Source: an optimization exercise on an open RTL-to-GDS flow (aim: small area, a short achievable clock period and few clock cycles). Production flows keep margins and buffers that such runs may drop. In this exercise RTL edits were held to simulation tests only and were not proved equivalent to the original. No activity file was given, so power comes from the tool's default toggle rates.

==> v8 <==
Design shamac80, start of the top module:
module shamac80 (
    input  wire        clk,
    input  wire        rst,         
    input  wire        cmd_valid,
    input  wire [31:0] cmd,
    input  wire [23:0] rnd,
    output wire        cmd_ready,
    output reg         resp_valid,
    output reg  [7:0]  res,
    output reg  [7:0]  rdata
);
    localparam [7:0] E_CRC     = 8'h03;
    localparam [7:0] E_VERIFY  = 8'h0A;
    localparam [7:0] E_ILLEGAL = 8'hE0;
    localparam [7:0] E_ADDR    = 8'hE1;
    localparam [7:0] E_ACCESS  = 8'hE2;
    localparam [7:0] E_STATE   = 8'hE3;
    localparam [7:0] E_FAMILY  = 8'hE4;
    localparam [2:0] C_NONE = 3'd0, C_CRC = 3'd1, C_VERIFY = 3'd2, C_ILLEGAL = 3'd3,
                     C_ADDR = 3'd4, C_ACCESS = 3'd5, C_STATE = 3'd6, C_FAMILY = 3'd7;
    function [7:0] err_byte;
        input [2:0] c;
        begin
            case (c)
                C_NONE:    err_byte = 8'h00;
                C_CRC:     err_byte = E_CRC;
                C_VERIFY:  err_byte = E_VERIFY;
                C_ILLEGAL: err_byte = E_ILLEGAL;
                C_ADDR:    err_byte = E_ADDR;
                C_ACCESS:  err_byte = E_ACCESS;
                C_STATE:   err_byte = E_STATE;
                default:   err_byte = E_FAMILY;
            endcase
        end
    endfunction
    localparam [7:0] OP_NOP    = 8'h00;
    localparam [7:0] OP_LD     = 8'h01;
    localparam [7:0] OP_ST     = 8'h02;
    localparam [7:0] OP_CLRERR = 8'h03;
    localparam [7:0] OP_SRST   = 8'h04;
    localparam [7:0] OP_COMP   = 8'h10;
    localparam [7:0] OP_FOLD   = 8'h11;
    localparam [7:0] OP_NSEC   = 8'h12;
    localparam [7:0] OP_C8SEED = 8'h20;
    localparam [7:0] OP_C8B    = 8'h21;
    localparam [7:0] OP_C8CHK  = 8'h22;
    localparam [7:0] OP_C8ID   = 8'h23;
    localparam [7:0] OP_C16SEED= 8'h28;
    localparam [7:0] OP_C16B   = 8'h29;
    localparam [7:0] OP_C16CHK = 8'h2A;
    localparam [7:0] OP_ISSUE  = 8'h30;
    localparam [7:0] OP_VERIFY = 8'h31;
    localparam [7:0] OP_ACLR   = 8'h32;
    localparam [2:0] J_COMP   = 3'd0;
  ...
==> flow/config.mk <==
export PLATFORM = sky130hd
export DESIGN_NAME = shamac80
export DESIGN_NICKNAME = shamac80
export VERILOG_FILES = /design/flow/design.v
export SDC_FILE = /design/flow/constraint.sdc
export NUM_CORES = 8
export LEC_CHECK = 0
export CAP_MARGIN = 30
export CORE_MARGIN = 2
export CORE_UTILIZATION = 40
export CTS_BUF_LIST = sky130_fd_sc_hd__clkbuf_8
export CTS_CLUSTER_DIAMETER = 60
export CTS_CLUSTER_SIZE = 12
export PLACE_DENSITY = 0.55
export SLEW_MARGIN = 30
==> flow/constraint.sdc <==
create_clock -name core_clock -period 12.0 [get_ports {clk}]
set_input_delay 2.4000 -clock core_clock [delete_from_list [all_inputs] [get_ports {clk}]]
set_output_delay 2.4000 -clock core_clock [all_outputs]
set_load 0.01 [all_outputs]
standard.sh (not shown) runs the stock make flow with config.mk's settings and CLKGATE_MAP_FILE= SYNTH_SCRIPT=/design/flow/synth_recipe.tcl, a recipe that flattens the netlist after the stock synthesis.
==> flow/flow/run.sh <==
#!/bin/bash
set -euo pipefail
MARGIN=7.5
rm -rf synth_scripts
cp -r "$FLOW_HOME/scripts" synth_scripts
cp flow/abc_speed.script synth_scripts/abc_speed.script
bash standard.sh SCRIPTS_DIR="$PWD/synth_scripts" ADDER_MAP_FILE= SETUP_SLACK_MARGIN=$MARGIN synth > synth.log 2>&1
bash standard.sh SETUP_SLACK_MARGIN=$MARGIN > layout.log 2>&1
==> flow/flow/abc_speed.script <==
strash
dch
map -D 2500
topo
buffer -c
upsize -c
dnsize -c
==> v3: changes against v8 <==
--- a/flow/flow/run.sh
+++ b/flow/flow/run.sh
@@ -1,6 +1,6 @@
 #!/bin/bash
 set -euo pipefail
-MARGIN=7.5
+MARGIN=7
 rm -rf synth_scripts
 cp -r "$FLOW_HOME/scripts" synth_scripts
 cp flow/abc_speed.script synth_scripts/abc_speed.script
==> v16: changes against v8 <==
==> flow/flow/run.sh (replaced) <==
#!/bin/bash
set -euo pipefail
KNOBS="ADDER_MAP_FILE= SETUP_SLACK_MARGIN=7"
bash standard.sh $KNOBS synth > synth.log 2>&1
bash standard.sh $KNOBS > layout.log 2>&1
removed: flow/flow/abc_speed.script
==> qor summary <==
item	v16	v8	v3
Total inserted antenna cells	76	65	60
Net switching power figure	0.00858 W	0.00814 W	0.00787 W
Drt via density	6.98	6.94	6.82
Amount of wire on met2 after detailed routing	310000 um	334000 um	337000 um
Hold Path Origin	rc_q[0]	rc_q[0]	res[4]
# Post-CTS Setup Buffers	177	168	45
Clock net power	0.00648 W	0.00626 W	0.00662 W
Routed wl met3	99600 um	124000 um	112000 um
Synthesized instance count	11840	14668	14668
Fraction of standard cell area in multi-input logic	43.9%	38.8%	38.9%
Share of layout cells above drive strength 1	22.0%	15.5%	11.7%
Comb. pwr	0.00700 W	0.00580 W	0.00526 W
Avg Cell Area, Syn	11.6 um^2	8.95 um^2	8.95 um^2
CP bufs+invs	3	8	4
Status	finished clean	finished clean	finished clean
Startpoint of the worst setup timing path	a_q[4]	bq_auth	a_q[0]
Share of synthesized cell area in full adder, half adder and majority cells	0.832%	0.0305%	0.0305%
Nets	11992	15007	14769
Cell internal pwr	0.0155 W	0.0141 W	0.0142 W
Global Route met2 Usage	59.2%	66.8%	67.6%
Critical path destination	a_q[31]	y_q[21]	a_q[29]
Share of cell area taken by flip-flops and latches	42.6%	43.3%	44.9%
Worst hold endpoint	rc_q[0]	rc_q[0]	res[4]
Transition time at the pin with the least slew margin	1.22 ns	1.27 ns	1.34 ns
Reg-to-reg slack, setup	6.17 ns	7.25 ns	6.84 ns
Area added between synthesis and finish	15.2%	18.3%	14.0%
Testbench counts of v8, summed over its fixed seeds: cycles 10,519.
Testbench counts of v3, summed over its fixed seeds: cycles 10,519.
Testbench counts of v16, summed over its fixed seeds: cycles 10,519.

separate check: timing with driven ports:
The flow's constraints put no driver on any port. The routed layouts listed below were extracted and timed again, unchanged, in two steps. Step 1: set_driving_cell puts a clkbuf_16 on clk and a buf_2 on each other input, an assumption about the parent block. Step 2 also shifts input and output timing later by t, the mid clock arrival at the registers, as if the neighbouring blocks saw the same clock. Three values: ideal, step 1, step 2; two values: the first two.
| run | t (ns) | setup WS [ns] | hold slack, ns | worst setup path at the end | worst register clock-pin slew, ns |
|---|---|---|---|---|---|
| v8 | 1.260 | 7.249 / 7.249 / 6.063 | 0.433 / 0.433 / 0.433 | input to register | 0.10 / 0.10 |
| v3 | 1.256 | 6.842 / 6.842 / 5.699 | 0.432 / 0.432 / 0.432 | input to register | 0.10 / 0.10 |
| v16 | 1.317 | 6.169 / 6.169 / 5.090 | 0.458 / 0.458 / 0.458 | input to register | 0.10 / 0.10 |
After both steps every run listed still meets setup and hold. For v8, which loses most, drivers alone change the setup slack by 0.000 ns; drivers and shift together by -1.186 ns.
